Source: an optimization exercise on an open RTL-to-GDS flow (aim: small area, a short achievable clock period and few clock cycles per item). Production flows keep margins and buffers that such runs may drop. No activity file was given, so power comes from the tool's default toggle rates.

## the reference run
==> flow/design.v <==
module teavault_cipher (
    input  wire         clk,
    input  wire         rst,           
    input  wire         in_valid,
    output wire         in_ready,
    input  wire         in_decrypt,    
    input  wire [127:0] in_key,
    input  wire [63:0]  in_block,
    output wire         out_valid,
    input  wire         out_ready,
    output wire [63:0]  out_block
);
    localparam [31:0] DELTA   = 32'h9E3779B9;
    localparam [31:0] INITSUM = 32'h8DDE6E40;    
    function [31:0] add32(input [31:0] x, input [31:0] y, input ci);
        reg [31:0] g, p, gg, pp, gn, pn;
        integer i, l;
        begin
            g = x & y;
            p = x ^ y;
            gg = g; pp = p;
            gg[0] = g[0] | (p[0] & ci);
            for (l = 0; l < 5; l = l + 1) begin
                gn = gg; pn = pp;
                for (i = 0; i < 32; i = i + 1)
                    if (i[l]) begin
                        gn[i] = gg[i] | (pp[i] & gg[((i >> l) << l) - 1]);
                        pn[i] = pp[i] & pp[((i >> l) << l) - 1];
                    end
                gg = gn; pp = pn;
            end
            add32 = p ^ {gg[30:0], ci};
        end
    endfunction
    function [31:0] add32bk(input [31:0] x, input [31:0] y, input ci);
        reg [31:0] g, p, gg, pp;
        integer i, l;
        begin
            g = x & y;
            p = x ^ y;
            gg = g; pp = p;
            gg[0] = g[0] | (p[0] & ci);
            for (l = 0; l < 5; l = l + 1)
                for (i = 0; i < 32; i = i + 1)
                    if (((i + 1) % (2 << l)) == 0) begin
                        gg[i] = gg[i] | (pp[i] & gg[i - (1 << l)]);
                        pp[i] = pp[i] & pp[i - (1 << l)];
                    end
            for (l = 3; l >= 0; l = l - 1)
                for (i = 0; i < 32; i = i + 1)
                    if (((i + 1) % (2 << l)) == (1 << l) && i >= (2 << l)) begin
                        gg[i] = gg[i] | (pp[i] & gg[i - (1 << l)]);
                        pp[i] = pp[i] & pp[i - (1 << l)];
                    end
            add32bk = p ^ {gg[30:0], ci};
        end
    endfunction
    function [31:0] add32sp4(input [31:0] x, input [31:0] y, input ci);
        reg [31:0] g, p;
        reg [31:0] c;   
        reg [31:0] BG, BP, GG, PP, GN, PN;   
        integer i, j, l, nb;
        begin
            g = x & y; p = x ^ y;
            nb = 32 / 4;
            for (i = 0; i < 32 / 4; i = i + 1) begin
                BG[i] = 1'b0; BP[i] = 1'b1;
                for (j = 0; j < 4; j = j + 1) begin
                    BG[i] = g[i*4+j] | (p[i*4+j] & BG[i]);
                    BP[i] = BP[i] & p[i*4+j];
                end
            end
            GG = BG; PP = BP;
            for (l = 0; l < 5; l = l + 1) begin
                GN = GG; PN = PP;
                for (i = 0; i < 32 / 4; i = i + 1)
                    if (i[l]) begin
                        GN[i] = GG[i] | (PP[i] & GG[((i >> l) << l) - 1]);
                        PN[i] = PP[i] & PP[((i >> l) << l) - 1];
                    end
                GG = GN; PP = PN;
            end
            for (i = 0; i < 32 / 4; i = i + 1) begin
                c[i*4] = (i == 0) ? ci : (GG[i-1] | (PP[i-1] & ci));
                for (j = 1; j < 4; j = j + 1)
                    c[i*4+j] = g[i*4+j-1] | (p[i*4+j-1] & c[i*4+j-1]);
            end
            add32sp4 = p ^ c;
        end
    endfunction
    reg        busy;       
    reg        full;       
    reg        ph;         
    reg        last;       
    reg        nz;         
    reg        sub;        
    reg [7:0]  cnt;        
    reg        dec;
    reg [31:0] a, b;       
    reg [31:0] sum;        
    reg [63:0] kp;         
    wire [31:0] ka  = kp[63:32];
    wire [31:0] kb  = kp[31:0];
    wire [31:0] t1, t2, t3;
    tv_add_bk u_t1 (.x(b << 4), .y(ka),  .ci(1'b0), .s(t1));    
    tv_add_bk u_t2 (.x(b),      .y(sum), .ci(1'b0), .s(t2));    
    tv_add_bk u_t3 (.x(b >> 5), .y(kb),  .ci(1'b0), .s(t3));    
    wire [31:0] f   = t1 ^ t2 ^ t3;
    wire [31:0] fx  = (f & {32{nz}}) ^ {32{sub}};    
    wire [31:0] nb  = add32(a, fx, sub);             
    wire [31:0] dd  = {DELTA[31:1] ^ {31{dec}}, 1'b1};    
    assign in_ready  = last;
    assign out_valid = full;
    assign out_block = {a, b};
    always @(posedge clk) begin
        if (dec ^ (busy & ~cnt[0]))
            kp <= in_key[63:0];
        else
            kp <= in_key[127:64];
        if (busy) begin
            a   <= b;
            if (cnt[0])
                sum <= add32bk(sum, dd, 1'b0);
            cnt <= cnt + 8'd1;
            nz  <= (cnt != 8'd127);
            sub <= dec & (cnt != 8'd127);
        end else begin
            if (!full)
                a <= (ph ^ in_decrypt) ? in_block[63:32] : in_block[31:0];
            sum <= dec ? INITSUM : DELTA;
            cnt <= 8'd0;
            dec <= in_decrypt;
            nz  <= ph;
            sub <= ph & dec;
        end
        if (!full)
            b <= nb;
        if (rst) begin
            busy <= 1'b0;
            full <= 1'b0;
            ph   <= 1'b0;
            last <= 1'b0;
        end else if (busy) begin
            last <= ~last & (cnt == (dec ? 8'd127 : 8'd126));
            if (last) begin
                busy <= 1'b0;
                full <= 1'b1;
            end
        end else if (full) begin
            if (out_ready)
                full <= 1'b0;
        end else if (ph) begin
            ph   <= 1'b0;
            busy <= 1'b1;
        end else begin
            ph   <= in_valid;
        end
    end
endmodule
module tv_add_bk (
    input  wire [31:0] x,
    input  wire [31:0] y,
    input  wire        ci,
    output wire [31:0] s
);
    wire [31:0] g0 = x & y;
    wire [31:0] p0 = x ^ y;
    wire [31:0] g [0:9];
    wire [31:0] p [0:9];
    assign g[0] = {g0[31:1], g0[0] | (p0[0] & ci)};
    assign p[0] = p0;
    genvar l, i;
    generate
        for (l = 1; l <= 5; l = l + 1) begin : up
            for (i = 0; i < 32; i = i + 1) begin : b
                if (((i + 1) % (1 << l)) == 0) begin : n
                    assign g[l][i] = g[l-1][i] | (p[l-1][i] & g[l-1][i - (1 << (l-1))]);
                    assign p[l][i] = p[l-1][i] & p[l-1][i - (1 << (l-1))];
                end else begin : w
                    assign g[l][i] = g[l-1][i];
                    assign p[l][i] = p[l-1][i];
                end
            end
        end
        for (l = 6; l <= 9; l = l + 1) begin : dn
            for (i = 0; i < 32; i = i + 1) begin : b
                if ((((i + 1) % (1 << (10 - l))) == (1 << (9 - l))) && (i >= (1 << (10 - l)))) begin : n
                    assign g[l][i] = g[l-1][i] | (p[l-1][i] & g[l-1][i - (1 << (9 - l))]);
                    assign p[l][i] = p[l-1][i] & p[l-1][i - (1 << (9 - l))];
                end else begin : w
                    assign g[l][i] = g[l-1][i];
                    assign p[l][i] = p[l-1][i];
                end
            end
        end
    endgenerate
    assign s = p0 ^ {g[9][30:0], ci};
endmodule
clock: 12.0 ns
lec_check: 0
abc_area: 1
cap_margin: 20
core_margin: 2
core_utilization: 40
slew_margin: 20
buffer_ports_args: -buffer_cell sky130_fd_sc_hd__buf_1
adder_map_file: 
setup_slack_margin: 8
tns_end_percent: 0
standard.sh (not shown) runs the stock make flow with config.mk's settings and CLKGATE_MAP_FILE= SYNTH_SCRIPT=/design/flow/synth_recipe.tcl, a recipe that flattens the netlist after the stock synthesis.
==> flow/flow/run.sh <==
#!/bin/bash
# The standard ORFS layout (standard.sh), with these changes to how the
# layout is made (the SDC and clock period stay the standard flow's):
#  - ports are buffered with buf_1 cells instead of delay buffers;
#  - synthesis does not map adders to the library's fa/ha cells (same
#    synthesis script and registers, the adders are left to ABC);
#  - timing repair aims for more setup slack, on the worst path only.
set -e
cat >> "$FLOW_CONFIG" <<'EOC'
export BUFFER_PORTS_ARGS = -buffer_cell sky130_fd_sc_hd__buf_1
export ADDER_MAP_FILE = 
export SETUP_SLACK_MARGIN = 8
export TNS_END_PERCENT = 0
EOC
bash standard.sh > standard.log 2>&1
Modified inputs, the trial run compared to the reference run
--- a/flow/design.v
+++ b/flow/design.v
@@ -106,9 +106,10 @@
     tv_add_bk u_t2 (.x(b),      .y(sum), .ci(1'b0), .s(t2));    
     tv_add_bk u_t3 (.x(b >> 5), .y(kb),  .ci(1'b0), .s(t3));    
     wire [31:0] f   = t1 ^ t2 ^ t3;
     wire [31:0] fx  = (f & {32{nz}}) ^ {32{sub}};    
-    wire [31:0] nb  = add32(a, fx, sub);             
+    wire [31:0] nb;                                   
+    tv_add_bk u_nb (.x(a), .y(fx), .ci(sub), .s(nb));
     wire [31:0] dd  = {DELTA[31:1] ^ {31{dec}}, 1'b1};    
     assign in_ready  = last;
     assign out_valid = full;
     assign out_block = {a, b};
### Flow results
The fraction of final layout cells sized beyond drive strength 1 of the trial run and that of the reference run are within noise of each other.
The trial run vs the reference run, met2 wirelength from detailed routing went down by 7.0%.
In the metrics for the reference run and the trial run, the one carrying the higher vertical extent of the die is the reference run.
Compared with the reference run, in the trial run placeable core area lower; met3 track demand over resource roughly the same; worst path required time lower; multi-input gate share of total cell area higher; clock group share of total power roughly the same.
Ratio of final minimum period to clock period up 1.3 points in the trial run wrt the reference run
Diff the reference run -> the trial run | number of buffers other than clock buffers in the final layout | decrease of 33
Against the reference run as the reference, the trial run delivers a lower count of placed standard cells in the final layout, fillers left out.
The trial run vs the reference run — area occupied by multi-input gates dropped 1.8%.
In the tables for the reference run and the trial run, first-iteration DRC count reads lower with the trial run.
Between the reference run and the trial run, the gate count after technology mapping is lower for the trial run.
No run of this note included a check of the RTL's function; only the layout flow was run.

========
Setup of JK:
Starts from the design.v that is shown in full above.
Settings: LEC_CHECK=0, ABC_AREA=1, CAP_MARGIN=20, CORE_MARGIN=2, CORE_UTILIZATION=40, SLEW_MARGIN=20, BUFFER_PORTS_ARGS=-buffer_cell sky130_fd_sc_hd__buf_1, ADDER_MAP_FILE=, SETUP_SLACK_MARGIN=8, TNS_END_PERCENT=0, CTS_ARGS=-sink_clustering_enable -repair_clock_nets -dont_use_dummy_load; clock period 12.0 ns.
==> flow/flow/run.sh <==
#!/bin/bash
# The standard ORFS layout (standard.sh), with these changes to how the
# layout is made (the SDC and clock period stay the standard flow's):
#  - ports are buffered with buf_1 cells instead of delay buffers;
#  - synthesis does not map adders to the library's fa/ha cells (same
#    synthesis script and registers, the adders are left to ABC);
#  - timing repair aims for more setup slack, on the worst path only.
set -e
cat >> "$FLOW_CONFIG" <<'EOC'
export BUFFER_PORTS_ARGS = -buffer_cell sky130_fd_sc_hd__buf_1
export ADDER_MAP_FILE = 
export SETUP_SLACK_MARGIN = 8
export TNS_END_PERCENT = 0
export CTS_ARGS = -sink_clustering_enable -repair_clock_nets -dont_use_dummy_load
EOC
bash standard.sh > standard.log 2>&1
[inputs] AL vs JK
--- a/flow/design.v
+++ b/flow/design.v
@@ -31,4 +31,23 @@
             end
             add32 = p ^ {gg[30:0], ci};
+        end
+    endfunction
+    function [31:0] add32i(input [31:0] x, input [31:0] y, input inv);
+        reg [31:0] g, p, gg, pp, gn, pn;
+        integer i, l;
+        begin
+            g = x & y;
+            p = x ^ y;
+            gg = g; pp = p;
+            for (l = 0; l < 5; l = l + 1) begin
+                gn = gg; pn = pp;
+                for (i = 0; i < 32; i = i + 1)
+                    if (i[l]) begin
+                        gn[i] = gg[i] | (pp[i] & gg[((i >> l) << l) - 1]);
+                        pn[i] = pp[i] & pp[((i >> l) << l) - 1];
+                    end
+                gg = gn; pp = pn;
+            end
+            add32i = (p ^ {32{inv}}) ^ {gg[30:0], 1'b0};
         end
     endfunction
@@ -107,6 +126,7 @@
     tv_add_bk u_t3 (.x(b >> 5), .y(kb),  .ci(1'b0), .s(t3));    
     wire [31:0] f   = t1 ^ t2 ^ t3;
-    wire [31:0] fx  = (f & {32{nz}}) ^ {32{sub}};    
-    wire [31:0] nb  = add32(a, fx, sub);             
+    wire [31:0] fz  = f & {32{nz}};                  
+    wire [31:0] ax  = a ^ {32{sub}};
+    wire [31:0] nb  = add32i(ax, fz, sub);           
     wire [31:0] dd  = {DELTA[31:1] ^ {31{dec}}, 1'b1};    
     assign in_ready  = last;
@@ -126,5 +146,5 @@
             sub <= dec & (cnt != 8'd127);
         end else begin
-            if (!full)
+            if (!full || out_ready)
                 a <= (ph ^ in_decrypt) ? in_block[63:32] : in_block[31:0];
             sum <= dec ? INITSUM : DELTA;
@@ -134,5 +154,5 @@
             sub <= ph & dec;
         end
-        if (!full)
+        if (!full || out_ready)
             b <= nb;
         if (rst) begin
@@ -148,6 +168,8 @@
             end
         end else if (full) begin
-            if (out_ready)
+            if (out_ready) begin
                 full <= 1'b0;
+                ph   <= in_valid;
+            end
         end else if (ph) begin
             ph   <= 1'b0;
Findings:
Die area was higher in the run labelled JK. The global-route usage was comparable across AL and JK. Per the comparison of AL with JK, height of the die -about 0.3%; cell area -about 3%; gate count of the mapped netlist +about 0.4%; multiplexer share of the synthesized area ~0 delta; static power due to leakage -0.99%.
No functional check of the RTL was part of any run of this note.

==> port drivers added, routing unchanged <==
The results above use ideal ports. As a check the final layouts listed here were re-extracted and re-timed, cells and wires unchanged. Step 1 assumes that a clkbuf_16 drives the clock port and a buf_2 every other input. Step 2 adds t to the input delays and takes it off the output delays; t is the mean of the earliest and latest rising clock arrival at the registers after step 1. Input paths then give back, and output paths get back, about the clock's delay inside the block. a / b / c = ideal ports / drivers / drivers and shift; a / b = the first two.
| run | shift t [ns] | slack for setup (ns) | hold WS [ns] |
|---|---|---|---|
| the reference run | 0.503 | 8.262 / 8.216 / 8.167 | 0.492 / 0.492 / 0.492 |
| the trial run | 0.500 | 8.110 / 8.141 / 7.641 | 0.488 / 0.488 / 0.488 |
| JK | 0.497 | 8.221 / 8.169 / 8.154 | 0.492 / 0.492 / 0.492 |
| AL | 0.490 | 8.147 / 8.147 / 8.050 | 0.480 / 0.480 / 0.480 |
After both steps every run listed still meets setup and hold. The setup slack of the trial run, which loses most, moves by +0.031 ns with the drivers and by -0.469 ns with both steps.
